Background: an optimization exercise with open tools, aiming at small area and few clock cycles. Do not read the settings as production practice. RTL that was checked went through simulation tests only; none was proved equivalent to the original. Only the layout flow was run in runs 1, 6 and 7; the RTL was not checked for function there. No activity file was given, so power comes from the tool's default toggle rates.

## flow/design.v

```verilog
module crc16_x25_byte (
    input  wire [15:0] crc_in,
    input  wire [7:0]  data,
    output reg  [15:0] crc_out
);
    integer i;
    reg [15:0] c;
    always @(*) begin
        c = crc_in ^ {8'h00, data};
        for (i = 0; i < 8; i = i + 1) begin
            if (c[0])
                c = (c >> 1) ^ 16'h8408;
            else
                c = c >> 1;
        end
        crc_out = c;
    end
endmodule
module hdlc_rx32 (
    input  wire        clk,
    input  wire        rst,
    input  wire        rx_valid,
    output wire        rx_ready,
    input  wire [31:0] rx_data,
    input  wire  [2:0] rx_len,
    input  wire        rx_clear,
    output wire        pl_valid,
    input  wire        pl_ready,
    output wire [31:0] pl_data,
    output wire  [2:0] pl_len,
    output wire        pl_end,
    output wire        pl_crc_ok,
    output wire        pl_abort
);
    localparam [7:0]  FLAG = 8'h7E;
    localparam [7:0]  ESC  = 8'h7D;
    localparam [15:0] RESIDUE = 16'hF0B8;
    reg        open_r;      
    reg        ne_r;        
    reg        esc_r;       
    reg  [1:0] hc_r;        
    reg  [7:0] h0_r;        
    reg  [7:0] h1_r;        
    reg [15:0] crc_r;       
    reg        half_r;      
    wire [15:0] b = half_r ? rx_data[31:16] : rx_data[15:0];
    wire [7:0]  b0 = b[7:0];
    wire [7:0]  b1 = b[15:8];
    wire        in0 = 1'b1;                                   
    wire        in1 = half_r ? rx_len[2] : (rx_len[2] | rx_len[1]);
    wire        more = !half_r && (rx_len[2] | (&rx_len[1:0]));   
    wire f0 = in0 && (b0 == FLAG);
    wire f1 = in1 && (b1 == FLAG);
    wire x0 = (b0 == ESC);
    wire x1 = (b1 == ESC);
    wire end0  = f0 && open_r && ne_r;
    wire bd0   = !f0 && open_r;                   
    wire i0    = bd0 && !esc_r && x0;             
    wire v0    = bd0 && !i0;                      
    wire [7:0] u0 = b0 ^ {2'b00, esc_r, 5'b00000};
    wire o1    = f0 || open_r;                    
    wire n1    = !f0 && (ne_r || bd0);            
    wire e1    = i0;                              
    wire end1  = f1 && o1 && n1;
    wire bd1   = in1 && !f1 && o1;
    wire i1    = bd1 && !e1 && x1;
    wire v1    = bd1 && !i1;
    wire [7:0] u1 = b1 ^ {2'b00, e1, 5'b00000};
    wire has_end = end0 || end1;
    wire hin  = !f0 || end0;                      
    wire [1:0] hce = hin ? hc_r : 2'd0;
    wire       v1n = v1 && !end0;
    reg  [2:0] nemit;
    reg        tge2;
    always @(*) begin
        case ({hce, v0, v1n})
            4'b00_00:                     begin tge2 = 1'b0; nemit = 3'd0; end
            4'b00_01, 4'b00_10, 4'b01_00: begin tge2 = 1'b0; nemit = has_end ? 3'd1 : 3'd0; end
            4'b00_11, 4'b01_01, 4'b01_10, 4'b10_00: begin tge2 = 1'b1; nemit = 3'd0; end
            4'b01_11, 4'b10_01, 4'b10_10: begin tge2 = 1'b1; nemit = 3'd1; end
            4'b10_11:                     begin tge2 = 1'b1; nemit = 3'd2; end
            default:                      begin tge2 = 1'b1; nemit = 3'd0; end
        endcase
    end
    wire [7:0] slot0 = (hce == 2'd2) ? h0_r : (hce == 2'd1) ? h1_r : u0;
    assign pl_data = {b, h1_r, slot0};
    wire [15:0] cs0, cs1;
    wire [15:0] ca0 = crc_r;
    crc16_x25_byte u_s0 (.crc_in(ca0), .data(u0), .crc_out(cs0));
    wire [15:0] ca1 = f0 ? 16'hFFFF : (v0 ? cs0 : ca0);
    crc16_x25_byte u_s1 (.crc_in(ca1), .data(u1), .crc_out(cs1));
    wire [15:0] ca2 = f1 ? 16'hFFFF : (v1 ? cs1 : ca1);
    wire esc_at_end = end0 ? esc_r : e1;
    wire crc_good = ((end0 ? ca0 : ca1) == RESIDUE) && !esc_at_end && tge2;
    wire ev = rx_clear ? (open_r && ne_r) : (has_end || nemit != 3'd0);
    assign pl_valid  = rx_valid && ev;
    assign pl_len    = rx_clear ? 3'd0 : nemit;
    assign pl_end    = rx_clear || has_end;
    assign pl_crc_ok = !rx_clear && crc_good;
    assign pl_abort  = rx_clear;
    wire go = rx_valid && pl_ready;
    assign rx_ready = pl_ready && (rx_clear || !more);
    wire o2 = f1 || o1;
    wire n2 = !f1 && (n1 || bd1);
    wire e2 = f1 ? 1'b0 : (bd1 ? i1 : e1);
    wire [2:0] kb = f1 ? 3'd0 :
                    f0 ? {2'b00, v1} :
                    {1'b0, hc_r} + {2'b00, v0} + {2'b00, v1};
    always @(posedge clk) begin
        if (rst) begin
            open_r <= 1'b0;
            hc_r   <= 2'd0;
            half_r <= 1'b0;
        end else if (go) begin
            if (rx_clear) begin
                open_r <= 1'b0;
                half_r <= 1'b0;
            end else begin
                open_r <= o2;
                ne_r   <= n2;
                esc_r  <= e2;
                hc_r   <= (kb >= 3'd2) ? 2'd2 : kb[1:0];
                crc_r  <= ca2;
                if (v1) begin
                    h0_r <= v0 ? u0 : h1_r;
                    h1_r <= u1;
                end else if (v0) begin
                    h0_r <= h1_r;
                    h1_r <= u0;
                end
                half_r <= more;
            end
        end
    end
endmodule
```

## flow/flow/run.sh

```bash
#!/bin/bash
# Layout flow: the standard flow (standard.sh, ORFS synth to finish) with
# two changes:
#  - ABC maps the logic with flow/abc_area.script (structural choices, then
#    delay mapping with area recovery) in place of ORFS's speed script,
#    which upsizes every gate; synthesis is otherwise unchanged, so the
#    registers are the standard synthesis's;
#  - the port buffers are buf_1 cells instead of the default buffer cell.
# Each step's full log stays in orfs/logs/; make's own output goes to
# flow_make.log in the work folder.
set -euo pipefail
W=$PWD
rm -rf "$W/scripts_local"
cp -r "$FLOW_HOME/scripts" "$W/scripts_local"
cp "$W/flow/abc_area.script" "$W/scripts_local/abc_speed.script"
bash "$W/standard.sh" SCRIPTS_DIR="$W/scripts_local" \
    BUFFER_PORTS_ARGS="-buffer_cell sky130_fd_sc_hd__buf_1" finish \
    > "$W/flow_make.log" 2>&1
```

## flow/flow/abc_area.script

```
&get -n
&st
&dch
&nf -R 1000
&put
topo
```

## flow/standard.sh

```bash
#!/bin/bash
# synth_recipe.tcl (not shown) runs the flow's synth.tcl, then flattens the netlist and writes it again
# the make line also repeats each setting of config.mk as NAME=value (left out here)
make -C /OpenROAD-flow-scripts/flow DESIGN_CONFIG=/design/flow/config.mk WORK_HOME=/design/flow/orfs CLKGATE_MAP_FILE= SYNTH_SCRIPT=/design/flow/synth_recipe.tcl "${@:-finish}"
```

## flow/config.mk

```make
export PLATFORM = sky130hd
export DESIGN_NAME = hdlc_rx32
export DESIGN_NICKNAME = hdlc_rx32
export VERILOG_FILES = /design/flow/design.v
export SDC_FILE = /design/flow/constraint.sdc
export NUM_CORES = 4
export LEC_CHECK = 0
export CAP_MARGIN = 20
export CORE_MARGIN = 2
export CORE_UTILIZATION = 40
export SLEW_MARGIN = 20
```

## flow/constraint.sdc

```tcl
create_clock -name core_clock -period 5.5 [get_ports {clk}]
set_input_delay 1.1000 -clock core_clock [delete_from_list [all_inputs] [get_ports {clk}]]
set_output_delay 1.1000 -clock core_clock [all_outputs]
set_load 0.01 [all_outputs]
```

==> impl_metrics.py, run 1 <==
metrics = {
    "synthesis": {
        "ys_warn_count": 2,
        "synth_area_leader_cell": "edfxtp_1",
        "synth_top_area_frac": 0.345,
        "syn-num-nets": 392,
        "async_flop_share": 0,
        "ys_seq_area_frac": 0.372,
        "syn_area_um2": 2960,
        "ys_ff_latch": 38,
        "ys_dominant_reg_cell": "edfxtp_1",
        "synth.distinct_cells": 38,
        "synth_cells": 350,
        "synth-edff-count": 34,
        "avgSynthCellArea_um2": 8.46,
        "synth_area_leaders": "edfxtp_1 (34%), xnor2_1 (10%), a21oi_1 (7.6%)",
    },
    "floorplan": {
        "start_util": 0.411,
        "die_w_um": 90.0,
        "rows": 31,
        "die_area_um2": 8110,
        "pin_count": 80,
        "coreArea_um2": 7210,
        "die_y_um": 90.0,
    },
    "route": {
        "antenna_left": 0,
        "wirelength_um": 9460,
        "vias": 3032,
        "via_per_inst": 5.52,
        "drt_iter0_markers": 276,
        "drt_first_pass_iters": 5,
        "wire_per_inst_um": 17.2,
        "drc": 0,
    },
    "worst_setup_path": {
        "crit_type": "input port to primary output",
        "critPathLaunchType": "input port",
        "cp.arrival_ps": 3990,
        "crit_fanout": 12,
        "cp.required_ps": 4400,
        "critPathCaptureType": "primary output",
    },
    "grt": {
        "met3_usage": 0.0394,
        "grt_antenna_before_repair": 0,
        "grt_pass1_vias": 2894,
        "overflow": 0,
        "grt_util_met1": 0.323,
        "grt_max_degree": 29,
        "grt-busiest-layer": "met2",
        "grt_pass1_wl_um": 15200,
        "gr-usage-met2": 0.382,
        "grtUsageTotal": 0.234,
    },
    "layout": {
        "finalNetCount": 491,
        "final_util": 0.507,
        "syn2layout_area_growth_pct": 23.6,
        "fill_cells": 715,
        "drive_above_1_share": 0.0667,
        "regArea_um2": 1100,
        "multi_input_area_um2": 1840,
        "antenna_cells": 0,
    },
    "worst_hold_path": {
        "hp-class": "flop to flop",
    },
    "place": {
        "dp_hpwl_um": 7230,
        "gp_congestion": 1.01,
        "port_buffers": 78,
    },
    "clock_tree": {
        "cts_max_level": 2,
        "clk_pin_slew_ps": 80,
        "hold_buffers": 0,
        "clockBufferDepth": 2,
        "numCtsBuffers": 5,
        "cts.sinks": 38,
        "root_buffer": "clkbuf_8",
        "worstSkewPairLatency_ps": 300,
        "cts_tree": "done",
    },
    "timing": {
        "slew_headroom": 0.576,
        "skew_ps": 10.5,
        "setup_viol": 0,
        "tightest_slew_ps": 618,
        "max_freq_ghz": 0.197,
        "maxSlewViolCount": 0,
        "rsz0062_at_grt": "no",
        "finalHoldViolCount": 0,
        "period_needed_ps": 5090,
        "fin_crit_sh": 0.925,
        "tns_ps": 0,
    },
    "pwr": {
        "p_per_area_nw_per_um2": 208,
        "peakVddDrop_mv": 0.113,
        "leakagePower_nw": 1.24,
    },
    "run_status": {
        "status": "complete, no violations",
    },
    "run": {
        "max_cap_viol_count": 0,
    },
}
metrics by stage:
| stage | cell area, µm² | hold slack (ps) | total power [W] | setup WS, ps | std cells |
|---|---|---|---|---|---|
| CTS | 3660 | 559 | 0.000768 | 344 | 549 |
| global route | 3660 | 582 | 0.000794 | 55.5 | 549 |
| global placement | 3520 | 542 | 0.000474 | 484 | 541 |
| finish | 3660 | 562 | 0.000763 | 414 | 549 |
| detailed placement | 3520 | 547 | 0.000474 | 456 | 541 |
| floorplan | 2990 | 499 | 0.000425 | 210 | 350 |
routing by layer:
| metal | routed length [µm] | up-vias |
|---|---|---|
| li1 | - | 1468 |
| met1 | 4270 | 1403 |
| met2 | 4370 | 143 |
| met3 | 616 | 18 |
| met4 | 195 | 0 |
| met5 | 0 | - |
worst paths after layout:
path	to	cells past startpoint	startpoint	slack (ps)
min	hc_r[0]	2	hc_r[0]	560
max reg2reg	crc_r[1]	12	half_r	1520
min reg2reg	hc_r[0]	2	hc_r[0]	560
max	pl_crc_ok	15	rx_data[19]	410
cell families after synthesis:
group                    share of synthesized area
AND/OR/NAND/NOR                              0.183
XOR/XNOR                                     0.136
flip-flops                                   0.372
other                                      0.00127
buffers and inverters                       0.0177
adder cells (fa/ha/maj)                     0.0110
AO/OA/AOI/OAI                                0.204
multiplexers                                0.0752
cell type report:
cell class | instances | area share
Clock buffer | 5 | 0.0188
Clock inverter | 3 | 0.0188
Inverter | 10 | 0.0106
Multi-Input combinational cell | 300 | 0.504
Sequential cell | 38 | 0.301
Tap cell | 99 | 0.0338
Timing Repair Buffer | 94 | 0.113
sequential cells by signal, summed over array words and instances (netlist names):
register / count
hc_r: 2
half_r: 1
esc_r: 1
open_r: 1
h1_r: 8
ne_r: 1
h0_r: 8
crc_r: 16
timing repair:
action,4_1_cts,5_1_grt
gates resized for setup,0,1
endpoints found under the setup margin,0,1
buffers inserted,0,0
cell usage after synthesis, drive strengths merged (2+ instances only):
master	instances
or4	3
o22a	3
a21boi	2
nor3	8
mux2i	11
edfxtp	34
mux2	10
a21oi	45
nand4	5
xnor2	34
o21ai	33
nand3	4
nand2b	2
and2	2
o211ai	9
clkinv	10
xor2	12
buf	2
a211oi	6
or2	3
nand2	53
dfxtp	4
nor2	40
cells in the final DEF (no fill, tap or decap), types with 2 or more instances in the layout:
cell type / instances
a21boi_0: 2
buf_1: 78
edfxtp_1: 34
nor2_1: 40
nor3_1: 7
clkbuf_8: 5
nand2_1: 53
or4_1: 3
and2_0: 2
a211oi_1: 6
clkinv_1: 9
o22a_1: 3
mux2_1: 10
xor2_1: 12
o211ai_1: 9
nand2b_1: 2
nand3_1: 3
a21oi_1: 45
dfxtp_1: 3
bufinv_16: 2
o21ai_0: 32
nand4_1: 5
or2_0: 3
mux2i_1: 11
xnor2_1: 34
buf_4: 16
report_power, final:
part | switching (W) | total (W) | internal [W]
logic | 0.0000903 | 0.000148 | 0.0000577
clock network | 0.000112 | 0.000294 | 0.000182
registers | 0.00000540 | 0.000321 | 0.000316
total | 0.000208 | 0.000763 | 0.000555
worst max-delay path: stages:
cell,delay (ps)
buf_1,70
mux2i_1,270
clkinv_1,180
nand2_1,190
or4_1,280
nand3_2,150
buf_4,210
nand2_1,190
nor2_1,70
a21oi_1,310
nand2_1,120
a2111oi_0,370
nand2_1,110
nor3_1,180
buf_1,180
==> run 2: changes to the inputs <==
--- a/flow/design.v
+++ b/flow/design.v
@@ -100,4 +100,4 @@
     assign pl_abort  = rx_clear;
-    wire go = rx_valid && pl_ready;
-    assign rx_ready = pl_ready && (rx_clear || !more);
+    wire go = rx_valid && (!ev || pl_ready);
+    assign rx_ready = (!ev || pl_ready) && (rx_clear || !more);
     wire o2 = f1 || o1;
--- a/flow/flow/run.sh
+++ b/flow/flow/run.sh
@@ -16,3 +16,3 @@
 bash "$W/standard.sh" SCRIPTS_DIR="$W/scripts_local" \
-    BUFFER_PORTS_ARGS="-buffer_cell sky130_fd_sc_hd__buf_1" finish \
+    BUFFER_PORTS_ARGS="-buffer_cell sky130_fd_sc_hd__buf_1" GPL_KEEP_OVERFLOW=0 finish \
     > "$W/flow_make.log" 2>&1
==> run 2 against run 1 <==
  * Cell area up 4.2%
  * Combinational power up 32%
  * Power rose by 8.1%
  * Via count is 4.2% higher
  * Fmax shrank 4.5%
  * First-iteration DRC count is 8.7% higher
  * Register-to-register slack got worse by 890 ps
  * Critical path type unchanged
  * Synthesized cell count increased by 0.57%
  * Wire length up 4.0%
  * Sequential share of layout area is 1.1 points lower
  * Flip-flop and latch count did not move
  * Highest routed layer unchanged
==> impl_metrics.py, run 2 <==
metrics = {
    "floorplan": {
        "die_area_um2": 8180,
        "coreArea_um2": 7250,
        "pin_count": 80,
        "start_util": 0.412,
        "die_w_um": 90.5,
        "rows": 31,
        "die_y_um": 90.5,
    },
    "place": {
        "place_area_um2": 3420,
        "port_buffers": 78,
        "gp_congestion": 0.935,
        "dp_hpwl_um": 6890,
    },
    "synthesis": {
        "syn-num-nets": 394,
        "synth.distinct_cells": 42,
        "synth-edff-count": 34,
        "synth_top_area_frac": 0.341,
        "synth_commonest_cells": "a21oi_1 (64), o21ai_0 (39), nor2_1 (37)",
        "synth_area_leader_cell": "edfxtp_1",
        "ys_seq_area_frac": 0.368,
        "syn_area_um2": 2990,
        "yosysMostFrequentCell": "a21oi_1",
        "ys_ff_latch": 38,
        "synth_cells": 352,
        "ys_dominant_reg_cell": "edfxtp_1",
        "async_flop_share": 0,
        "ys_warn_count": 2,
        "synth_area_leaders": "edfxtp_1 (34%), a21oi_1 (11%), xnor2_1 (8.8%)",
        "avgSynthCellArea_um2": 8.50,
    },
    "clock_tree": {
        "root_buffer": "clkbuf_8",
        "numCtsBuffers": 5,
        "clk_pin_slew_ps": 80,
        "cts_tree": "done",
        "hold_buffers": 0,
        "cts.sinks": 38,
        "cts_max_level": 2,
        "worstSkewPairLatency_ps": 300,
        "clockBufferDepth": 2,
    },
    "pwr": {
        "clkPwrFrac": 0.364,
        "p_seq_frac": 0.400,
        "peakVddDrop_mv": 0.128,
        "leakagePower_nw": 1.20,
        "p_int_w": 0.000588,
        "p_per_area_nw_per_um2": 216,
        "fin_total_pwr_w": 0.000825,
        "switching_share": 0.287,
        "switchingPower_w": 0.000237,
        "comb_power_share": 0.236,
    },
    "layout": {
        "regArea_um2": 1100,
        "finalNetCount": 491,
        "largest_register_ffs": 16,
        "mostFrequentLayoutCells": "buf_1 (78), a21oi_1 (62), o21ai_0 (38)",
        "fill_cells": 699,
        "multi_input_area_um2": 1980,
        "final_util": 0.526,
        "syn2layout_area_growth_pct": 27.5,
        "top_regs": "crc_r: 16 flops, h0_r: 8 flops, h1_r: 8 flops",
        "antenna_cells": 0,
        "mostFrequentLayoutCell": "buf_1",
        "top_register": "crc_r",
        "fin_area_um2": 3810,
        "drive_above_1_share": 0.100,
    },
    "grt": {
        "grt_max_degree": 37,
        "grt_pass1_vias": 2914,
        "grtUsageTotal": 0.237,
        "overflow": 0,
        "grt_antenna_before_repair": 0,
        "grt_pass1_wl_um": 15600,
    },
    "timing": {
        "finalHoldViolCount": 0,
        "skew_ps": 9.45,
        "slew_headroom": 0.458,
        "tns_ps": 0,
        "fin_crit_sh": 0.968,
        "tightest_slew_ps": 810,
        "max_freq_ghz": 0.188,
        "period_needed_ps": 5320,
        "maxSlewViolCount": 0,
        "setup_viol": 0,
    },
    "route": {
        "drc": 0,
        "wirelength_um": 9840,
        "drt_first_pass_iters": 5,
        "via_per_inst": 5.75,
        "vias": 3158,
        "wire_per_inst_um": 17.9,
        "antenna_left": 0,
        "drt_iter0_markers": 300,
    },
    "worst_setup_path": {
        "cp.arrival_ps": 4220,
        "critPathCaptureType": "primary output",
        "crit_fanout": 34,
        "cp.required_ps": 4400,
        "crit_type": "input port to primary output",
        "critPathLaunchType": "input port",
    },
    "run_status": {
        "status": "complete, no violations",
    },
    "run": {
        "max_cap_viol_count": 0,
    },
    "worst_hold_path": {
        "hp-class": "flop to flop",
    },
}
-- run 2: final cells by class --
type,count,share of cell area
repair buffers,89,0.0985
clock inverters,2,0.0158
inverters,18,0.0220
clock buffers,6,0.0217
multi-input cells,297,0.520
flip-flops and latches,38,0.290
well taps,99,0.0325
-- run 2: kinds of logic after synthesis --
kind of cell,Yosys count,share of synthesized area
buf+inv,20,0.0276
xor+xnor,47,0.138
simple gates,99,0.150
other cells,1,0.00125
mux,23,0.0803
fa+ha+maj,2,0.0109
compound gates,122,0.224
flops,38,0.368
-- run 2: power by group through the flow --
stage                     registers, W  clock network, W  logic, W
after global routing          0.000331          0.000317  0.000211
after floorplan               0.000333                 0  0.000128
final                         0.000330          0.000301  0.000195
after CTS                     0.000330          0.000304  0.000191
after global placement        0.000336                 0  0.000183
after detailed placement      0.000336                 0  0.000184
-- run 2: timing repair --
action                                  in CTS  in global routing
setup buffers                                4                  7
endpoints found under the setup margin      51                 38
resized for setup                           16                 12
gates cloned                                 2                  1
pin swaps                                    4                  3
-- run 2: critical path: stages --
cell      delay [ps]
buf_1             70
mux2_1           420
nor4_1           530
nand4_1          290
o211a_4          280
nand4_1          260
nand2_8          130
clkinv_8         160
a21oi_2           90
nor2_1           180
a22oi_2          100
a32oi_2          290
and2_0           160
buf_1            150
-- run 2: worst paths after layout --
kind / slack (ps) / depth (start not counted) / from / endpoint
max: 180 / 14 / rx_data[31] / pl_valid
min: 590 / 2 / hc_r[0] / hc_r[0]
max reg2reg: 630 / 14 / half_r / h0_r[5]
min reg2reg: 590 / 2 / hc_r[0] / hc_r[0]
-- run 2: layer usage --
layer  global-route usage  vias up  share of wire
li1                     -     1508              -
met1                0.318     1480           0.44
met2                0.399      154           0.48
met3               0.0417       16          0.064
met4               0.0513        0          0.017
met5                    0        -              0
-- run 2: per-stage QoR --
step / cells / hold WS, ps / setup slack [ps]
floorplan: 352 / 519 / 65.4
global placement: 527 / 558 / -1230
detailed placement: 527 / 561 / -1420
CTS: 541 / 585 / 14.3
global route: 549 / 652 / -9.23
finish: 549 / 585 / 175
Testbench counts of run 2, summed over its fixed seeds: cycles 49,670.
==> run 3: changes to the inputs <==
--- a/flow/config.mk
+++ b/flow/config.mk
@@ -10,2 +10,4 @@
 export CORE_UTILIZATION = 40
+export CTS_CLUSTER_DIAMETER = 200
+export CTS_CLUSTER_SIZE = 50
 export SLEW_MARGIN = 20
==> run 3 against run 2 <==
  * First-iteration DRC count is the same
  * Sequential share of layout area unchanged
  * Critical endpoint unchanged
  * Die area unchanged
  * Clock power barely moved
  * Synthesized cell count unchanged
  * Clock-buffer cell count stayed put
  * Sequential power about the same
  * Hold slack is the same
  * Flip-flop and latch count unchanged
  * Fmax unchanged
==> impl_metrics.py, run 3 <==
metrics = {
    "worst_hold_path": {
        "hold_end": "hc_r[0]",
        "holdPathStages": 2,
        "hp-class": "flop to flop",
        "hold_path_startpoint": "hc_r[0]",
    },
    "timing": {
        "max_freq_ghz": 0.188,
        "tightest_slew_ps": 810,
        "setup_slack_ps": 175,
        "maxSlewViolCount": 0,
        "period_needed_ps": 5320,
        "fin_crit_sh": 0.968,
        "finalHoldViolCount": 0,
        "setup_viol": 0,
        "tns_ps": 0,
        "slew_headroom": 0.458,
        "skew_ps": 9.45,
    },
    "synthesis": {
        "syn-num-nets": 394,
        "async_flop_share": 0,
        "synth.distinct_cells": 42,
        "ys_ff_latch": 38,
        "ys_warn_count": 2,
        "avgSynthCellArea_um2": 8.50,
        "ys_dominant_reg_cell": "edfxtp_1",
        "syn_area_um2": 2990,
        "synth_cells": 352,
        "synth_commonest_cells": "a21oi_1 (64), o21ai_0 (39), nor2_1 (37)",
        "synth_area_leader_cell": "edfxtp_1",
        "synth_top_area_frac": 0.341,
        "synth-edff-count": 34,
        "synth_area_leaders": "edfxtp_1 (34%), a21oi_1 (11%), xnor2_1 (8.8%)",
        "yosysMostFrequentCell": "a21oi_1",
        "ys_seq_area_frac": 0.368,
    },
    "layout": {
        "mostFrequentLayoutCell": "buf_1",
        "instances_no_fill": 549,
        "top_regs": "crc_r: 16 flops, h0_r: 8 flops, h1_r: 8 flops",
        "antenna_cells": 0,
        "syn2layout_area_growth_pct": 27.5,
        "mostFrequentLayoutCells": "buf_1 (78), a21oi_1 (62), o21ai_0 (38)",
        "top_register": "crc_r",
        "fill_cells": 699,
        "largest_register_ffs": 16,
        "drive_above_1_share": 0.100,
        "finalNetCount": 491,
    },
    "clock_tree": {
        "root_buffer": "clkbuf_8",
        "cts_tree": "done",
        "clockBufferDepth": 2,
        "cts_max_level": 2,
        "numCtsBuffers": 5,
        "worstSkewPairLatency_ps": 300,
        "clk_pin_slew_ps": 80,
        "cts.sinks": 38,
    },
    "run_status": {
        "status": "complete, no violations",
    },
    "pwr": {
        "peakVddDrop_mv": 0.128,
        "p_per_area_nw_per_um2": 216,
        "leakagePower_nw": 1.20,
        "switchingPower_w": 0.000237,
        "switching_share": 0.287,
        "p_seq_frac": 0.400,
        "clkPwrFrac": 0.364,
        "comb_power_share": 0.236,
        "p_int_w": 0.000588,
    },
    "worst_setup_path": {
        "crit_path_max_incr_delay_ps": 530,
        "cp.arrival_ps": 4220,
        "critPathCaptureType": "primary output",
        "r2r_slack_ps": 630,
        "crit_fanout": 34,
        "timing.rr.end": "h0_r[5]",
        "cp.depth": 14,
        "reg2regPathDepth": 14,
        "crit_type": "input port to primary output",
        "crit_chain": "buf_1 -> mux2_1 -> nor4_1 -> nand4_1 -> o211a_4 -> nand4_1 -> nand2_8 -> clkinv_8 -> a21oi_2 -> nor2_1 -> a22oi_2 -> a32oi_2 -> and2_0 -> buf_1",
        "cp.required_ps": 4400,
        "slowest_stage": "nor4_1",
        "critPathLaunchType": "input port",
        "crit_buf_inv": 3,
        "r2r_start": "half_r",
        "crit_family": "simple AND/OR/NAND/NOR gates",
    },
    "grt": {
        "grt_max_degree": 37,
        "grt_pass1_wl_um": 15600,
        "overflow": 0,
        "grt_pass1_vias": 2914,
        "grt_antenna_before_repair": 0,
        "grtUsageTotal": 0.237,
    },
    "floorplan": {
        "pin_count": 80,
        "die_w_um": 90.5,
        "rows": 31,
        "die_area_um2": 8180,
        "start_util": 0.412,
        "coreArea_um2": 7250,
        "die_y_um": 90.5,
    },
    "route": {
        "antenna_left": 0,
        "drt_iter0_markers": 300,
        "drt_first_pass_iters": 5,
        "drc": 0,
        "via_per_inst": 5.75,
        "wire_per_inst_um": 17.9,
        "wirelength_um": 9840,
        "vias": 3158,
    },
    "place": {
        "dp_hpwl_um": 6890,
        "pre_cts_slack_ps": -1420,
        "port_buffers": 78,
        "dp_cells": 527,
        "gp_congestion": 0.935,
    },
    "run": {
        "max_cap_viol_count": 0,
    },
}
[run 3: worst max-delay path by stage]
stage                           start         to  slack [ps]
after floorplan           rx_data[16]    h0_r[0]          70
after global placement    rx_data[23]    h0_r[0]       -1230
after detailed placement  rx_data[23]    h0_r[5]       -1420
after CTS                      half_r  pl_crc_ok          10
after global routing       rx_data[7]   rx_ready          -9
final                     rx_data[31]   pl_valid         180
[run 3: metal layers]
metal  track usage  part of all wire  vias up
met5             0                 0        -
met4        0.0513             0.017        0
met3        0.0417             0.064       16
met2         0.399              0.48      154
met1         0.318              0.44     1480
li1              -                 -     1508
[run 3: through the flow]
step / power [W] / instance area, µm² / hold slack, ps / utilization
after floorplan: 0.000461 / 3020 / 519 / -
after global placement: 0.000518 / 3420 / 558 / 0.472
after detailed placement: 0.000520 / 3420 / 561 / 0.472
after CTS: 0.000825 / 3690 / 585 / 0.509
after global routing: 0.000859 / 3810 / 652 / 0.526
final: 0.000825 / 3810 / 585 / 0.526
[run 3: area by class of cell]
class                      count  area (µm²)  area share
sequential                    38        1100       0.290
tap                           99         124      0.0325
multi-input combinational    297        1980       0.520
clock buffer                   6        82.6      0.0217
clock inverter                 2        60.1      0.0158
inverter                      18        83.8      0.0220
timing repair buffer          89         375      0.0985
[run 3: power groups by stage]
stage / Clock, W / Combinational [W] / Sequential, W
floorplan: 0 / 0.000128 / 0.000333
global placement: 0 / 0.000183 / 0.000336
detailed placement: 0 / 0.000184 / 0.000336
CTS: 0.000304 / 0.000191 / 0.000330
global route: 0.000317 / 0.000211 / 0.000331
finish: 0.000301 / 0.000195 / 0.000330
[run 3: cells by family (layout without fill, tap and decap cells)]
kind of cell / after synthesis / in the layout / share of synthesized area
buffers and inverters: 20 / 115 / 0.0276
other: 1 / 1 / 0.00125
AO/OA/AOI/OAI: 122 / 122 / 0.224
XOR/XNOR: 47 / 47 / 0.138
AND/OR/NAND/NOR: 99 / 102 / 0.150
adder cells (fa/ha/maj): 2 / 2 / 0.0109
flip-flops: 38 / 38 / 0.368
multiplexers: 23 / 23 / 0.0803
[run 3: what timing repair did]
action                     in CTS  in global routing
setup endpoints to repair      51                 38
hold buffers                    0                  0
pin swaps                       4                  3
gates resized for setup        16                 12
buffers inserted                4                  7
cloned                          2                  1
[run 3: worst min-delay path, delay by kind of cell (launching register included)]
kind / cells / cell delay [ps]
DFF: 1 / 370
and+or+nand+nor: 1 / 120
AOI/OAI and AO/OA: 1 / 50
==> run 4: changes to the inputs <==
--- a/flow/design.v
+++ b/flow/design.v
@@ -38,3 +38,2 @@
     reg        open_r;      
-    reg        ne_r;        
     reg        esc_r;       
@@ -45,2 +44,3 @@
     reg        half_r;      
+    wire        ne_r = (hc_r != 2'd0) || esc_r;
     wire [15:0] b = half_r ? rx_data[31:16] : rx_data[15:0];
@@ -100,6 +100,5 @@
     assign pl_abort  = rx_clear;
-    wire go = rx_valid && (!ev || pl_ready);
-    assign rx_ready = (!ev || pl_ready) && (rx_clear || !more);
+    wire go = rx_valid && pl_ready;
+    assign rx_ready = pl_ready && (rx_clear || !more);
     wire o2 = f1 || o1;
-    wire n2 = !f1 && (n1 || bd1);
     wire e2 = f1 ? 1'b0 : (bd1 ? i1 : e1);
@@ -119,3 +118,2 @@
                 open_r <= o2;
-                ne_r   <= n2;
                 esc_r  <= e2;
--- a/flow/flow/run.sh
+++ b/flow/flow/run.sh
@@ -16,3 +16,4 @@
 bash "$W/standard.sh" SCRIPTS_DIR="$W/scripts_local" \
-    BUFFER_PORTS_ARGS="-buffer_cell sky130_fd_sc_hd__buf_1" GPL_KEEP_OVERFLOW=0 finish \
+    BUFFER_PORTS_ARGS="-buffer_cell sky130_fd_sc_hd__buf_1" \
+    CTS_ARGS="-repair_clock_nets -buf_list sky130_fd_sc_hd__clkbuf_8 -root_buf sky130_fd_sc_hd__clkbuf_8" finish \
     > "$W/flow_make.log" 2>&1
--- a/flow/config.mk
+++ b/flow/config.mk
@@ -10,4 +10,2 @@
 export CORE_UTILIZATION = 40
-export CTS_CLUSTER_DIAMETER = 200
-export CTS_CLUSTER_SIZE = 50
 export SLEW_MARGIN = 20
==> run 4 against run 3 <==
  * Still clean
  * Clock-buffer cell count fell by 1
  * Utilization decreased by 2.7 points
  * Sequential share of layout area grew 0.96 points
  * Power decreased by 22%
  * Synthesized cell count fell by 0.85%
  * Via count down 6.5%
  * Cell count increased by 0.18%
==> impl_metrics.py, run 4 <==
metrics = {
    "run_status": {
        "status": "complete, no violations",
    },
    "route": {
        "wirelength_um": 8970,
        "vias": 2952,
        "drt_first_pass_iters": 5,
        "antenna_left": 0,
        "wire_per_inst_um": 16.3,
        "drt_iter0_markers": 203,
        "via_per_inst": 5.37,
        "drc": 0,
    },
    "synthesis": {
        "syn_area_um2": 2930,
        "synth-edff-count": 33,
        "synth_area_leader_cell": "edfxtp_1",
        "syn-num-nets": 391,
        "synth_commonest_cells": "a21oi_1 (54), nand2_1 (45), o21ai_0 (41)",
        "ys_seq_area_frac": 0.365,
        "synth_area_leaders": "edfxtp_1 (34%), xnor2_1 (9.9%), a21oi_1 (9.2%)",
        "synth_top_area_frac": 0.338,
        "avgSynthCellArea_um2": 8.40,
        "async_flop_share": 0,
        "ys_warn_count": 2,
        "ys_ff_latch": 37,
        "yosysMostFrequentCell": "a21oi_1",
        "synth.distinct_cells": 39,
        "synth_cells": 349,
        "ys_dominant_reg_cell": "edfxtp_1",
    },
    "clock_tree": {
        "clk_pin_slew_ps": 80,
        "cts_tree": "done",
        "hold_buffers": 0,
        "cts_max_level": 2,
        "root_buffer": "clkbuf_8",
        "cts_repair_resize_count": 0,
        "worstSkewPairLatency_ps": 290,
        "cts.sinks": 37,
        "cts_setup_buffers": 0,
        "clockBufferDepth": 2,
        "numCtsBuffers": 5,
    },
    "place": {
        "place_area_um2": 3500,
        "port_buffers": 78,
        "pre_cts_slack_ps": 328,
        "gp_congestion": 0.947,
        "dp_hpwl_um": 6860,
    },
    "grt": {
        "grt_pass1_wl_um": 13800,
        "overflow": 0,
        "grt_antenna_before_repair": 0,
        "grtUsageTotal": 0.229,
        "grt_pass1_vias": 2708,
        "grt_max_degree": 37,
    },
    "pwr": {
        "peakVddDrop_mv": 0.0918,
        "p_per_area_nw_per_um2": 180,
        "leakagePower_nw": 1.23,
        "fin_total_pwr_w": 0.000644,
    },
    "floorplan": {
        "die_w_um": 89.6,
        "die_area_um2": 8030,
        "coreArea_um2": 7180,
        "rows": 31,
        "pin_count": 80,
        "start_util": 0.409,
        "die_y_um": 89.6,
    },
    "worst_setup_path": {
        "cp.required_ps": 4400,
        "critPathCaptureType": "primary output",
        "crit_type": "input port to primary output",
        "critPathLaunchType": "input port",
        "timing.rr.end": "crc_r[9]",
        "r2r_start": "half_r",
        "r2r_slack_ps": 1600,
        "crit_fanout": 6,
        "reg2regPathDepth": 13,
        "cp.arrival_ps": 4100,
    },
    "run": {
        "max_cap_viol_count": 0,
    },
    "timing": {
        "setup_viol": 0,
        "rsz0062_at_grt": "no",
        "maxSlewViolCount": 0,
        "fin_crit_sh": 0.946,
        "tightest_slew_ps": 881,
        "whs_ps": 500,
        "max_freq_ghz": 0.192,
        "setup_slack_ps": 296,
        "slew_headroom": 0.409,
        "skew_ps": 5.59,
        "period_needed_ps": 5200,
        "tns_ps": 0,
        "finalHoldViolCount": 0,
    },
    "worst_hold_path": {
        "holdPathStages": 2,
        "hold_path_startpoint": "half_r",
        "hp-class": "flop to flop",
        "hold_end": "half_r",
    },
    "layout": {
        "largest_register_ffs": 16,
        "fin_area_um2": 3580,
        "mostFrequentLayoutCell": "buf_1",
        "fill_cells": 740,
        "drive_above_1_share": 0.0643,
        "mostFrequentLayoutCells": "buf_1 (78), a21oi_1 (54), nand2_1 (45)",
        "top_regs": "crc_r: 16 flops, h0_r: 8 flops, h1_r: 8 flops",
        "finalNetCount": 492,
        "antenna_cells": 0,
        "syn2layout_area_growth_pct": 22.0,
        "top_register": "crc_r",
    },
}
[run 4: cell count changes after synthesis, moves of 3 or more]
cell and delta:
a21oi_1 -10, clkinv_1 -9, mux2_1 +4, mux2i_1 -5, nand2_1 +15, nand3_1 -4
nor3_1 +3, xnor2_1 +3, xor2_1 -3
[run 4: final cells by class]
class / count / area [µm²] / area share
multi-input cells: 301 / 1840 / 0.514
flip-flops and latches: 37 / 1070 / 0.299
repair buffers: 96 / 428 / 0.120
well taps: 99 / 124 / 0.0346
clock buffers: 5 / 68.8 / 0.0192
inverters: 9 / 35.0 / 0.00979
clock inverters: 3 / 12.5 / 0.00350
[run 4: how the worst max path moves through the flow]
stage	start	to	slack, ps	cells after the start
after floorplan	rx_data[16]	pl_valid	-180	13
after global placement	rx_data[17]	pl_valid	360	16
after detailed placement	rx_data[17]	pl_valid	330	16
after CTS	rx_data[17]	pl_crc_ok	320	13
after global routing	rx_data[17]	pl_crc_ok	60	13
final	rx_data[17]	pl_valid	300	16
[run 4: power by group]
group	internal (W)	switching [W]	total, W
Clock	0.0000854	0.000100	0.000186
Sequential	0.000307	0.00000389	0.000311
Combinational	0.0000581	0.0000893	0.000147
Total	0.000451	0.000194	0.000644
[run 4: worst max-delay path, stage by stage]
cell,delay (ps)
buf_1,70
mux2i_1,620
nand2_1,80
or4_1,470
nor2_1,160
nor2_1,50
or2_2,320
clkinv_2,60
a21oi_1,110
or2_0,250
nor2_1,170
a21oi_1,60
nor2_1,110
nor2_1,60
a221oi_1,230
buf_1,180
[run 4: cell families after synthesis]
family / synth area share
simple gates: 0.180
compound gates: 0.205
xor+xnor: 0.140
flops: 0.365
mux: 0.0802
buf+inv: 0.0166
fa+ha+maj: 0.0111
other cells: 0.00128
[run 4: per-layer routing]
| layer | vias to the layer above | global-route usage | wire length, µm |
|---|---|---|---|
| met4 | 0 | 0.0706 | 147 |
| met2 | 107 | 0.375 | 4190 |
| met5 | - | 0 | 0 |
| met3 | 14 | 0.0420 | 479 |
| li1 | 1475 | - | - |
| met1 | 1356 | 0.307 | 4150 |
[run 4: through the flow]
| stage | cells | util |
|---|---|---|
| detailed placement | 542 | 0.487 |
| global route | 550 | 0.499 |
| CTS | 550 | 0.499 |
| finish | 550 | 0.499 |
| floorplan | 349 | - |
| global placement | 542 | 0.487 |
Testbench counts of run 4, summed over its fixed seeds: cycles 49,670.
==> run 5: changes to the inputs <==
--- a/flow/flow/run.sh
+++ b/flow/flow/run.sh
@@ -17,3 +17,3 @@
     BUFFER_PORTS_ARGS="-buffer_cell sky130_fd_sc_hd__buf_1" \
-    CTS_ARGS="-repair_clock_nets -buf_list sky130_fd_sc_hd__clkbuf_8 -root_buf sky130_fd_sc_hd__clkbuf_8" finish \
+    CTS_ARGS="-sink_clustering_enable -repair_clock_nets -sink_clustering_size 40 -sink_clustering_max_diameter 300" finish \
     > "$W/flow_make.log" 2>&1
==> run 5 against run 4 <==
  * Still clean on timing, DRC and antenna
  * Synthesized area stayed put
  * Worst setup slack did not move
  * Critical endpoint unchanged
  * First-iteration DRC count is the same
  * Power did not move
  * Sequential power barely moved
==> impl_metrics.py, run 5 <==
metrics = {
    "layout": {
        "mostFrequentLayoutCells": "buf_1 (78), a21oi_1 (54), nand2_1 (45)",
        "finalNetCount": 492,
        "top_regs": "crc_r: 16 flops, h0_r: 8 flops, h1_r: 8 flops",
        "antenna_cells": 0,
        "drive_above_1_share": 0.0643,
        "mostFrequentLayoutCell": "buf_1",
        "largest_register_ffs": 16,
        "top_register": "crc_r",
        "syn2layout_area_growth_pct": 22.0,
    },
    "route": {
        "drc": 0,
        "drt_first_pass_iters": 5,
        "wire_per_inst_um": 16.3,
        "antenna_left": 0,
        "via_per_inst": 5.37,
        "drt_iter0_markers": 203,
        "wirelength_um": 8970,
        "vias": 2952,
    },
    "synthesis": {
        "synth_commonest_cells": "a21oi_1 (54), nand2_1 (45), o21ai_0 (41)",
        "async_flop_share": 0,
        "ys_warn_count": 2,
        "synth-edff-count": 33,
        "synth.distinct_cells": 39,
        "yosysMostFrequentCell": "a21oi_1",
        "syn-num-nets": 391,
        "avgSynthCellArea_um2": 8.40,
        "ys_dominant_reg_cell": "edfxtp_1",
        "synth_area_leader_cell": "edfxtp_1",
        "synth_top_area_frac": 0.338,
        "synth_area_leaders": "edfxtp_1 (34%), xnor2_1 (9.9%), a21oi_1 (9.2%)",
        "ys_ff_latch": 37,
        "syn_area_um2": 2930,
        "ys_seq_area_frac": 0.365,
        "synth_cells": 349,
    },
    "timing": {
        "finalHoldViolCount": 0,
        "tightest_slew_ps": 881,
        "setup_viol": 0,
        "slew_headroom": 0.409,
        "tns_ps": 0,
        "maxSlewViolCount": 0,
        "period_needed_ps": 5200,
        "fin_crit_sh": 0.946,
        "skew_ps": 5.59,
        "rsz0062_at_grt": "no",
        "max_freq_ghz": 0.192,
    },
    "worst_setup_path": {
        "cp.arrival_ps": 4100,
        "cp.required_ps": 4400,
        "crit_type": "input port to primary output",
        "crit_fanout": 6,
        "critPathLaunchType": "input port",
        "critPathCaptureType": "primary output",
    },
    "grt": {
        "grt_antenna_before_repair": 0,
        "met3_usage": 0.0420,
        "grt-busiest-layer": "met2",
        "gr-usage-met2": 0.375,
        "grt_max_degree": 37,
        "overflow": 0,
        "grtUsageTotal": 0.229,
        "grt_util_met1": 0.307,
        "grt_pass1_wl_um": 13800,
        "grt_pass1_vias": 2708,
    },
    "clock_tree": {
        "clk_pin_slew_ps": 80,
        "cts_tree": "done",
        "cts_max_level": 2,
        "clockBufferDepth": 2,
        "hold_buffers": 0,
        "cts_repair_resize_count": 0,
        "cts.sinks": 37,
        "root_buffer": "clkbuf_8",
        "cts_setup_buffers": 0,
        "worstSkewPairLatency_ps": 290,
        "numCtsBuffers": 5,
    },
    "run_status": {
        "status": "complete, no violations",
    },
    "run": {
        "max_cap_viol_count": 0,
    },
    "floorplan": {
        "die_area_um2": 8030,
        "coreArea_um2": 7180,
        "die_w_um": 89.6,
        "start_util": 0.409,
        "pin_count": 80,
        "rows": 31,
        "die_y_um": 89.6,
    },
    "pwr": {
        "fin_total_pwr_w": 0.000644,
        "peakVddDrop_mv": 0.0918,
        "leakagePower_nw": 1.23,
        "p_per_area_nw_per_um2": 180,
    },
    "place": {
        "port_buffers": 78,
        "dp_hpwl_um": 6860,
        "gp_congestion": 0.947,
    },
    "worst_hold_path": {
        "hp-class": "flop to flop",
    },
}
## run 5: cell counts after synthesis
No cell type changed its count.
## run 5: cell families after synthesis
| logic type | synth area share |
|---|---|
| AND/OR/NAND/NOR | 0.180 |
| AO/OA/AOI/OAI | 0.205 |
| XOR/XNOR | 0.140 |
| flip-flops | 0.365 |
| multiplexers | 0.0802 |
| buffers and inverters | 0.0166 |
| adder cells (fa/ha/maj) | 0.0111 |
| other | 0.00128 |
## run 5: final timing paths
path,slack (ps),startpoint,endpoint,cells past startpoint
hold reg to reg,500,half_r,half_r,2
setup reg to reg,1600,half_r,crc_r[9],13
setup / recovery,300,rx_data[17],pl_valid,16
hold / removal,500,half_r,half_r,2
## run 5: metrics by stage
step / area (µm²) / setup slack (ps) / util / cells / hold slack [ps]
2_1_floorplan: 2950 / -176 / - / 349 / 507
3_3_place_gp: 3500 / 362 / 0.487 / 542 / 468
3_5_place_dp: 3500 / 328 / 0.487 / 542 / 493
4_1_cts: 3580 / 321 / 0.499 / 550 / 510
5_1_grt: 3580 / 60.5 / 0.499 / 550 / 570
6_report: 3580 / 296 / 0.499 / 550 / 500
## run 5: layer usage
layer / part of all wire / wire (µm) / up-vias
li1: - / - / 1475
met1: 0.46 / 4150 / 1356
met2: 0.47 / 4190 / 107
met3: 0.053 / 479 / 14
met4: 0.016 / 147 / 0
met5: 0 / 0 / -
## run 5: worst max-delay path, stage by stage
cell and delay (ps):
buf_1 70, mux2i_1 620, nand2_1 80, or4_1 470, nor2_1 160, nor2_1 50
or2_2 320, clkinv_2 60, a21oi_1 110, or2_0 250, nor2_1 170, a21oi_1 60
nor2_1 110, nor2_1 60, a221oi_1 230, buf_1 180
## run 5: area by class of cell
cell class	instances	area, µm²
inverter	9	35.0
tap	99	124
sequential	37	1070
timing repair buffer	96	428
fill	740	3600
multi-input combinational	301	1840
clock buffer	5	68.8
clock inverter	3	12.5
## run 5: report_power, final
| group | total, W | switching [W] | internal (W) |
|---|---|---|---|
| clock network | 0.000186 | 0.000100 | 0.0000854 |
| registers | 0.000311 | 0.00000389 | 0.000307 |
| logic | 0.000147 | 0.0000893 | 0.0000581 |
==> run 6: changes to the inputs <==
--- a/flow/design.v
+++ b/flow/design.v
@@ -93,3 +93,5 @@
     wire esc_at_end = end0 ? esc_r : e1;
-    wire crc_good = ((end0 ? ca0 : ca1) == RESIDUE) && !esc_at_end && tge2;
+    wire res_r  = (crc_r == RESIDUE);
+    wire res_s0 = (cs0 == RESIDUE);
+    wire crc_good = ((end1 && v0) ? res_s0 : res_r) && !esc_at_end && tge2;
     wire ev = rx_clear ? (open_r && ne_r) : (has_end || nemit != 3'd0);
@@ -104,5 +106,6 @@
     wire e2 = f1 ? 1'b0 : (bd1 ? i1 : e1);
-    wire [2:0] kb = f1 ? 3'd0 :
-                    f0 ? {2'b00, v1} :
-                    {1'b0, hc_r} + {2'b00, v0} + {2'b00, v1};
+    wire [1:0] kb = f1 ? 2'd0 :
+                    f0 ? {1'b0, v1} :
+                    (hc_r[1] || (hc_r[0] && (v0 || v1)) || (v0 && v1)) ? 2'd2 :
+                    (hc_r[0] || v0 || v1) ? 2'd1 : 2'd0;
     always @(posedge clk) begin
@@ -119,3 +122,3 @@
                 esc_r  <= e2;
-                hc_r   <= (kb >= 3'd2) ? 2'd2 : kb[1:0];
+                hc_r   <= kb;
                 crc_r  <= ca2;
--- a/flow/flow/run.sh
+++ b/flow/flow/run.sh
@@ -16,4 +16,3 @@
 bash "$W/standard.sh" SCRIPTS_DIR="$W/scripts_local" \
-    BUFFER_PORTS_ARGS="-buffer_cell sky130_fd_sc_hd__buf_1" \
-    CTS_ARGS="-sink_clustering_enable -repair_clock_nets -sink_clustering_size 40 -sink_clustering_max_diameter 300" finish \
+    BUFFER_PORTS_ARGS="-buffer_cell sky130_fd_sc_hd__buf_1" finish \
     > "$W/flow_make.log" 2>&1
==> run 6 against run 5 <==
  * Flip-flop and latch count is the same
  * Utilization rose by 0.14 points
  * Clock-buffer cell count unchanged
  * Cell count rose by 0.73%
  * Clock power rose by 8%
  * Via count rose by 1.2%
  * Global-route usage up 0.20 points
  * Synthesized area is essentially flat
==> impl_metrics.py, run 6 <==
metrics = {
    "layout": {
        "largest_register_ffs": 16,
        "antenna_cells": 0,
        "mostFrequentLayoutCell": "buf_1",
        "mostFrequentLayoutCells": "buf_1 (78), nand2_1 (73), nor2_1 (34)",
        "finalNetCount": 494,
        "top_register": "crc_r",
        "top_regs": "crc_r: 16 flops, h0_r: 8 flops, h1_r: 8 flops",
        "drive_above_1_share": 0.0659,
        "final_util": 0.500,
        "syn2layout_area_growth_pct": 22.3,
    },
    "synthesis": {
        "yosys.area_share.xor_xnor": 0.146,
        "ys_seq_area_frac": 0.365,
        "synth_commonest_cells": "nand2_1 (73), nor2_1 (35), edfxtp_1 (33), xnor2_1 (33), a21oi_1 (30)",
        "synth_fa_ha_area_frac": 0,
        "avgSynthCellArea_um2": 8.34,
        "synthMuxAreaShare": 0.0746,
        "synth-edff-count": 33,
        "synth_cells": 352,
        "ys_dominant_reg_cell": "edfxtp_1",
        "synth-simple-area-share": 0.218,
        "async_flop_share": 0,
        "synth_area_leaders": "edfxtp_1 (34%), xnor2_1 (9.9%), nand2_1 (9.3%)",
        "ys_ff_latch": 37,
        "yosysMostFrequentCell": "nand2_1",
        "synth_area_leader_cell": "edfxtp_1",
        "synth_top_area_frac": 0.338,
        "ys_warn_count": 2,
        "syn_area_um2": 2930,
        "synth.distinct_cells": 36,
        "synth_top_family_by_area": "simple AND/OR/NAND/NOR gates",
        "syn-num-nets": 392,
        "synth-compound-area-share": 0.177,
    },
    "timing": {
        "tns_ps": 0,
        "slew_headroom": 0.292,
        "fin_crit_sh": 0.939,
        "skew_ps": 6.04,
        "period_needed_ps": 5160,
        "tightest_slew_ps": 1060,
        "finalHoldViolCount": 0,
        "max_freq_ghz": 0.194,
        "rsz0062_at_grt": "no",
        "maxSlewViolCount": 0,
        "setup_viol": 0,
    },
    "clock_tree": {
        "numCtsBuffers": 5,
        "cts_setup_buffers": 0,
        "cts.sinks": 37,
        "cts_max_level": 2,
        "clockBufferDepth": 2,
        "cts_repair_resize_count": 0,
        "clk_pin_slew_ps": 80,
        "hold_buffers": 0,
        "worstSkewPairLatency_ps": 300,
        "cts_tree": "done",
        "root_buffer": "clkbuf_8",
    },
    "floorplan": {
        "die_w_um": 89.6,
        "start_util": 0.409,
        "die_area_um2": 8040,
        "die_y_um": 89.6,
        "coreArea_um2": 7180,
        "rows": 31,
        "pin_count": 80,
    },
    "grt": {
        "overflow": 0,
        "grt_max_degree": 48,
        "grtUsageTotal": 0.231,
        "grt_pass1_wl_um": 14100,
        "grt_pass1_vias": 2748,
        "grt_antenna_before_repair": 0,
    },
    "worst_setup_path": {
        "cp.arrival_ps": 4060,
        "crit_fanout": 22,
        "crit_type": "flop to primary output",
        "cp.required_ps": 4400,
        "critPathCaptureType": "primary output",
        "critPathLaunchType": "flop",
    },
    "place": {
        "gp_congestion": 0.913,
        "dp_hpwl_um": 6860,
        "port_buffers": 78,
    },
    "run": {
        "max_cap_viol_count": 0,
    },
    "route": {
        "wire_per_inst_um": 16.3,
        "via_per_inst": 5.39,
        "vias": 2988,
        "drt_first_pass_iters": 4,
        "wirelength_um": 9000,
        "antenna_left": 0,
        "drt_iter0_markers": 129,
        "drc": 0,
    },
    "pwr": {
        "p_per_area_nw_per_um2": 186,
        "fin_total_pwr_w": 0.000667,
        "peakVddDrop_mv": 0.0909,
        "leakagePower_nw": 1.22,
    },
    "worst_hold_path": {
        "hp-class": "flop to flop",
    },
    "run_status": {
        "status": "complete, no violations",
    },
}
[run 6: cell types whose count changed in the layout (fill, tap and decap cells not counted), moves of 6 or more]
cell	previous run	this run
o21ai_0	41	20
a31oi_1	2	8
a21oi_1	54	30
nand3_1	1	7
nand2_1	45	73
o211ai_1	2	17
[run 6: logic make-up (layout without fill, tap and decap cells)]
| kind of cell | count (synthesis) | count (layout) |
|---|---|---|
| buffers and inverters | 12 | 115 |
| flip-flops | 37 | 37 |
| other | 1 | 1 |
| XOR/XNOR | 49 | 49 |
| AND/OR/NAND/NOR | 146 | 146 |
| multiplexers | 21 | 21 |
| AO/OA/AOI/OAI | 86 | 86 |
[run 6: final cells by class]
cell class | count | area [µm²]
inverters | 10 | 37.5
clock buffers | 5 | 68.8
fillers | 734 | 3590
repair buffers | 97 | 435
clock inverters | 3 | 21.3
multi-input cells | 303 | 1830
flip-flops and latches | 37 | 1070
well taps | 99 | 124
[run 6: critical path, cell delays in order (launching register included)]
cell	delay [ps]
dfxtp_1	880
mux2_1	460
or4_1	480
nor4_1	310
nand2b_1	150
buf_4	240
nor3_1	350
a41o_1	180
nand4_1	130
a2111oi_0	380
buf_1	200
[run 6: per-layer routing]
layer / global-route usage / wire (µm) / up-vias
met3: 0.0402 / 455 / 13
met1: 0.306 / 4060 / 1421
li1: - / - / 1479
met4: 0.0706 / 144 / 0
met5: 0 / 0 / -
met2: 0.384 / 4350 / 75
[run 6: report_power, final]
group | internal [W] | total, W | switching, W | leakage, nW
sequential | 0.000307 | 0.000312 | 0.00000486 | 0.330
clock | 0.0000900 | 0.000200 | 0.000110 | 0.0445
combinational | 0.0000629 | 0.000155 | 0.0000923 | 0.850
[run 6: final timing paths]
| check | startpoint | to | slack [ps] | cells after the start |
|---|---|---|---|---|
| max | half_r | pl_crc_ok | 340 | 10 |
| min | hc_r[0] | hc_r[0] | 600 | 2 |
| max reg2reg | half_r | crc_r[7] | 1000 | 13 |
| min reg2reg | hc_r[0] | hc_r[0] | 600 | 2 |
[run 6: through the flow]
| stage | cells | hold WS [ps] | area, µm² | worst slack [ps] |
|---|---|---|---|---|
| finish | 554 | 596 | 3590 | 338 |
| detailed placement | 546 | 581 | 3500 | 478 |
| global route | 554 | 631 | 3590 | 34.9 |
| floorplan | 352 | 525 | 2950 | 152 |
| CTS | 554 | 599 | 3590 | 335 |
| global placement | 546 | 579 | 3500 | 487 |
==> run 7: changes to the inputs <==
--- a/flow/design.v
+++ b/flow/design.v
@@ -38,2 +38,3 @@
     reg        open_r;      
+    reg        ne_r;        
     reg        esc_r;       
@@ -44,3 +45,2 @@
     reg        half_r;      
-    wire        ne_r = (hc_r != 2'd0) || esc_r;
     wire [15:0] b = half_r ? rx_data[31:16] : rx_data[15:0];
@@ -69,2 +69,7 @@
     wire has_end = end0 || end1;
+    wire [7:0] b2 = rx_data[23:16];
+    wire [7:0] b3 = rx_data[31:24];
+    wire fast = !half_r && rx_len[2] && !rx_clear && open_r && (hc_r == 2'd2) &&
+                !f0 && !x0 && !f1 && !x1 &&
+                (b2 != FLAG) && (b2 != ESC) && (b3 != FLAG) && (b3 != ESC);
     wire hin  = !f0 || end0;                      
@@ -85,3 +90,3 @@
     wire [7:0] slot0 = (hce == 2'd2) ? h0_r : (hce == 2'd1) ? h1_r : u0;
-    assign pl_data = {b, h1_r, slot0};
+    assign pl_data = {u1, u0, h1_r, slot0};
     wire [15:0] cs0, cs1;
@@ -92,9 +97,10 @@
     wire [15:0] ca2 = f1 ? 16'hFFFF : (v1 ? cs1 : ca1);
+    wire [15:0] cs2, cs3;
+    crc16_x25_byte u_s2 (.crc_in(ca2), .data(b2), .crc_out(cs2));
+    crc16_x25_byte u_s3 (.crc_in(cs2), .data(b3), .crc_out(cs3));
     wire esc_at_end = end0 ? esc_r : e1;
-    wire res_r  = (crc_r == RESIDUE);
-    wire res_s0 = (cs0 == RESIDUE);
-    wire crc_good = ((end1 && v0) ? res_s0 : res_r) && !esc_at_end && tge2;
+    wire crc_good = ((end0 ? ca0 : ca1) == RESIDUE) && !esc_at_end && tge2;
     wire ev = rx_clear ? (open_r && ne_r) : (has_end || nemit != 3'd0);
     assign pl_valid  = rx_valid && ev;
-    assign pl_len    = rx_clear ? 3'd0 : nemit;
+    assign pl_len    = rx_clear ? 3'd0 : fast ? 3'd4 : nemit;
     assign pl_end    = rx_clear || has_end;
@@ -102,10 +108,10 @@
     assign pl_abort  = rx_clear;
-    wire go = rx_valid && pl_ready;
-    assign rx_ready = pl_ready && (rx_clear || !more);
+    wire go = rx_valid && (!ev || pl_ready);
+    assign rx_ready = (!ev || pl_ready) && (rx_clear || !more || fast);
     wire o2 = f1 || o1;
+    wire n2 = !f1 && (n1 || bd1);
     wire e2 = f1 ? 1'b0 : (bd1 ? i1 : e1);
-    wire [1:0] kb = f1 ? 2'd0 :
-                    f0 ? {1'b0, v1} :
-                    (hc_r[1] || (hc_r[0] && (v0 || v1)) || (v0 && v1)) ? 2'd2 :
-                    (hc_r[0] || v0 || v1) ? 2'd1 : 2'd0;
+    wire [2:0] kb = f1 ? 3'd0 :
+                    f0 ? {2'b00, v1} :
+                    {1'b0, hc_r} + {2'b00, v0} + {2'b00, v1};
     always @(posedge clk) begin
@@ -119,6 +125,12 @@
                 half_r <= 1'b0;
+            end else if (fast) begin
+                esc_r  <= 1'b0;
+                crc_r  <= cs3;
+                h0_r   <= b2;
+                h1_r   <= b3;
             end else begin
                 open_r <= o2;
+                ne_r   <= n2;
                 esc_r  <= e2;
-                hc_r   <= kb;
+                hc_r   <= (kb >= 3'd2) ? 2'd2 : kb[1:0];
                 crc_r  <= ca2;
==> run 7 against run 6 <==
  * Still clean on timing, DRC and antenna
  * Clock-buffer cell count stayed put
  * Clock power up 2%
  * Cell count rose by 40%
  * Synthesized area up 29%
  * Hold slack got worse by 48 ps
  * Critical endpoint is now rx_ready
==> impl_metrics.py, run 7 <==
metrics = {
    "timing": {
        "whs_ps": 548,
        "tightest_slew_ps": 629,
        "rsz0062_at_grt": "yes",
        "maxSlewViolCount": 0,
        "finalHoldViolCount": 0,
        "skew_ps": 14.5,
        "fin_crit_sh": 0.972,
        "setup_viol": 0,
        "slew_headroom": 0.581,
        "period_needed_ps": 5350,
        "max_freq_ghz": 0.187,
        "setup_slack_ps": 154,
    },
    "grt": {
        "grt_pass1_vias": 3981,
        "grtUsageTotal": 0.288,
        "grt_antenna_before_repair": 0,
        "overflow": 0,
        "grt_max_degree": 42,
        "grt_pass1_wl_um": 22300,
    },
    "floorplan": {
        "die_area_um2": 10300,
        "coreArea_um2": 9240,
        "pin_count": 80,
        "start_util": 0.411,
        "die_w_um": 101,
        "rows": 35,
        "die_y_um": 101,
    },
    "pwr": {
        "peakVddDrop_mv": 0.0957,
        "switching_share": 0.355,
        "comb_power_share": 0.406,
        "clkPwrFrac": 0.230,
        "switchingPower_w": 0.000317,
        "p_per_area_nw_per_um2": 175,
        "p_seq_frac": 0.364,
        "leakagePower_nw": 1.82,
        "p_int_w": 0.000575,
    },
    "route": {
        "antenna_left": 0,
        "drt_iter0_markers": 247,
        "routedLengthMet1_um": 6590,
        "drt_first_pass_iters": 5,
        "wire_per_inst_um": 19.2,
        "wirelength_um": 14800,
        "vias": 4272,
        "highest_layer": "met4",
        "met2_wirelength_um": 6730,
        "via_per_inst": 5.53,
        "drc": 0,
        "route.met3.wl_um": 896,
    },
    "layout": {
        "syn2layout_area_growth_pct": 34.1,
        "instances_no_fill": 773,
        "fin_area_um2": 5090,
        "antenna_cells": 0,
        "top_regs": "crc_r: 16 flops, h0_r: 8 flops, h1_r: 8 flops",
        "largest_register_ffs": 16,
        "final_util": 0.551,
        "mostFrequentLayoutCell": "buf_1",
        "drive_above_1_share": 0.166,
        "top_register": "crc_r",
        "mostFrequentLayoutCells": "buf_1 (79), buf_4 (73), nor2_1 (64)",
        "fill_cells": 914,
        "finalNetCount": 685,
    },
    "worst_setup_path": {
        "critPathCaptureType": "primary output",
        "crit_chain": "buf_1 -> mux2_1 -> nor4_4 -> nand4_1 -> nand2_2 -> nor3_4 -> buf_4 -> or3_1 -> nor2b_4 -> clkinv_8 -> o21ai_1 -> nand2_1 -> mux2_1 -> o21a_1 -> a221oi_2 -> a21oi_1 -> buf_1",
        "slowest_stage": "or3_1",
        "critPathLaunchType": "input port",
        "crit_type": "input port to primary output",
        "cp.required_ps": 4400,
        "crit_path_max_incr_delay_ps": 390,
        "cp.arrival_ps": 4250,
        "crit_fanout": 3,
    },
    "clock_tree": {
        "cts_tree": "done",
        "cts_max_level": 2,
        "cts.sinks": 38,
        "root_buffer": "clkbuf_8",
        "hold_buffers": 0,
        "clockBufferDepth": 2,
        "numCtsBuffers": 5,
        "clk_pin_slew_ps": 80,
        "worstSkewPairLatency_ps": 300,
    },
    "synthesis": {
        "synth_cells": 485,
        "yosys.area_share.xor_xnor": 0.216,
        "ys_seq_area_frac": 0.290,
        "yosysMostFrequentCell": "xnor2_1",
        "synthMuxAreaShare": 0.0586,
        "ys_warn_count": 2,
        "synth-compound-area-share": 0.203,
        "avgSynthCellArea_um2": 7.83,
        "synth_commonest_cells": "xnor2_1 (68), nor2_1 (65), nand2_1 (64)",
        "async_flop_share": 0,
        "synth_area_leaders": "edfxtp_1 (27%), xnor2_1 (16%), a21oi_1 (8.0%)",
        "synth_top_family_by_area": "XOR/XNOR gates",
        "ys_dominant_reg_cell": "edfxtp_1",
        "synth-simple-area-share": 0.206,
        "synth.distinct_cells": 39,
        "syn-num-nets": 527,
        "synth_area_leader_cell": "edfxtp_1",
        "synth-edff-count": 34,
        "synth_fa_ha_area_frac": 0.00857,
        "ys_ff_latch": 38,
        "syn_area_um2": 3800,
        "synth_top_area_frac": 0.269,
    },
    "place": {
        "pre_cts_slack_ps": -226,
        "dp_cells": 757,
        "port_buffers": 79,
        "place_area_um2": 4870,
        "dp_hpwl_um": 11500,
        "gp_congestion": 0.974,
    },
    "run_status": {
        "status": "complete, no violations",
    },
    "run": {
        "max_cap_viol_count": 0,
    },
    "worst_hold_path": {
        "hp-class": "flop to flop",
    },
}
run 7: area by class of cell:
| type | instances | area, µm² | area share |
|---|---|---|---|
| Timing Repair Buffer | 152 | 845 | 0.166 |
| Multi-Input combinational cell | 430 | 2810 | 0.552 |
| Tap cell | 129 | 161 | 0.0317 |
| Inverter | 16 | 86.3 | 0.0170 |
| Clock inverter | 3 | 16.3 | 0.00319 |
| Clock buffer | 5 | 68.8 | 0.0135 |
| Sequential cell | 38 | 1100 | 0.216 |
run 7: worst paths after layout:
kind                    end        start  cells past startpoint  slack (ps)
setup / recovery   rx_ready  rx_data[23]                     17         150
hold reg to reg     hc_r[0]      hc_r[0]                      2         550
setup reg to reg  crc_r[10]       half_r                     22         530
hold / removal      hc_r[0]      hc_r[0]                      2         550
run 7: metal layers:
layer,vias to the layer above,global-route usage
met3,39,0.0366
met4,0,0.124
met1,1996,0.394
met5,-,0
li1,2062,-
met2,175,0.456
run 7: repair_timing:
action	4_1_cts	5_1_grt
resized for setup	0	13
setup endpoints to repair	0	11
buffers inserted	0	8
run 7: power groups by stage:
| stage | Clock [W] | Combinational (W) | Sequential, W |
|---|---|---|---|
| after global placement | 0 | 0.000337 | 0.000331 |
| after floorplan | 0 | 0.000209 | 0.000331 |
| final | 0.000205 | 0.000362 | 0.000324 |
| after global routing | 0.000218 | 0.000386 | 0.000325 |
| after detailed placement | 0 | 0.000337 | 0.000331 |
| after CTS | 0.000207 | 0.000340 | 0.000324 |
run 7: cell families (layout without fill, tap and decap cells):
kind of cell             Yosys count  after routing
AO/OA/AOI/OAI                    138            138
XOR/XNOR                          92             92
multiplexers                      21             21
adder cells (fa/ha/maj)            2              2
flip-flops                        38             38
buffers and inverters             17            176
AND/OR/NAND/NOR                  177            177
run 7: metrics by stage:
| step | total power (W) | TNS (ps) |
|---|---|---|
| 4_1_cts | 0.000871 | 0 |
| 5_1_grt | 0.000929 | -161 |
| 6_report | 0.000891 | 0 |
| 3_5_place_dp | 0.000668 | -581 |
| 2_1_floorplan | 0.000541 | -979 |
| 3_3_place_gp | 0.000668 | -214 |
run 7: critical path: cells and delay by family:
kind,cells,cell delay (ps)
mux,2,730
simple gates,7,1370
compound gates,4,600
buf+inv,4,450

-- port drivers added, routing unchanged --
The results above use ideal ports. As a check the final layouts listed here were re-extracted and re-timed, cells and wires unchanged. Step 1, drivers: a clkbuf_16 drives clk and a buf_2 each remaining input, both assumed. Step 2 times the ports against the registers' clock, not the clock port: input delays grow and output delays shrink by t, the midpoint of the rising clock arrivals with the driver on. Three values: ideal, step 1, step 2; two values: the first two.
| run | t (ns) | setup WS [ns] | worst register clock-pin slew, ns | pins driven straight from the clock port |
|---|---|---|---|---|
| run 1 | 0.323 | 0.414 / 0.392 / 0.392 | 0.09 / 0.09 | 1 |
| run 2 | 0.327 | 0.175 / 0.153 / 0.086 | 0.08 / 0.08 | 1 |
| run 3 | 0.327 | 0.175 / 0.153 / 0.086 | 0.08 / 0.08 | 1 |
| run 4 | 0.317 | 0.296 / 0.276 / 0.276 | 0.08 / 0.08 | 1 |
| run 5 | 0.317 | 0.296 / 0.276 / 0.276 | 0.08 / 0.08 | 1 |
| run 6 | 0.324 | 0.338 / 0.308 / 0.421 | 0.09 / 0.09 | 1 |
| run 7 | 0.331 | 0.154 / 0.133 / -0.008 | 0.10 / 0.10 | 1 |
With both steps, setup timing fails in run 7, where it was met with ideal ports. The setup slack of run 7, which loses most, moves by -0.021 ns with the drivers and by -0.162 ns with both steps.
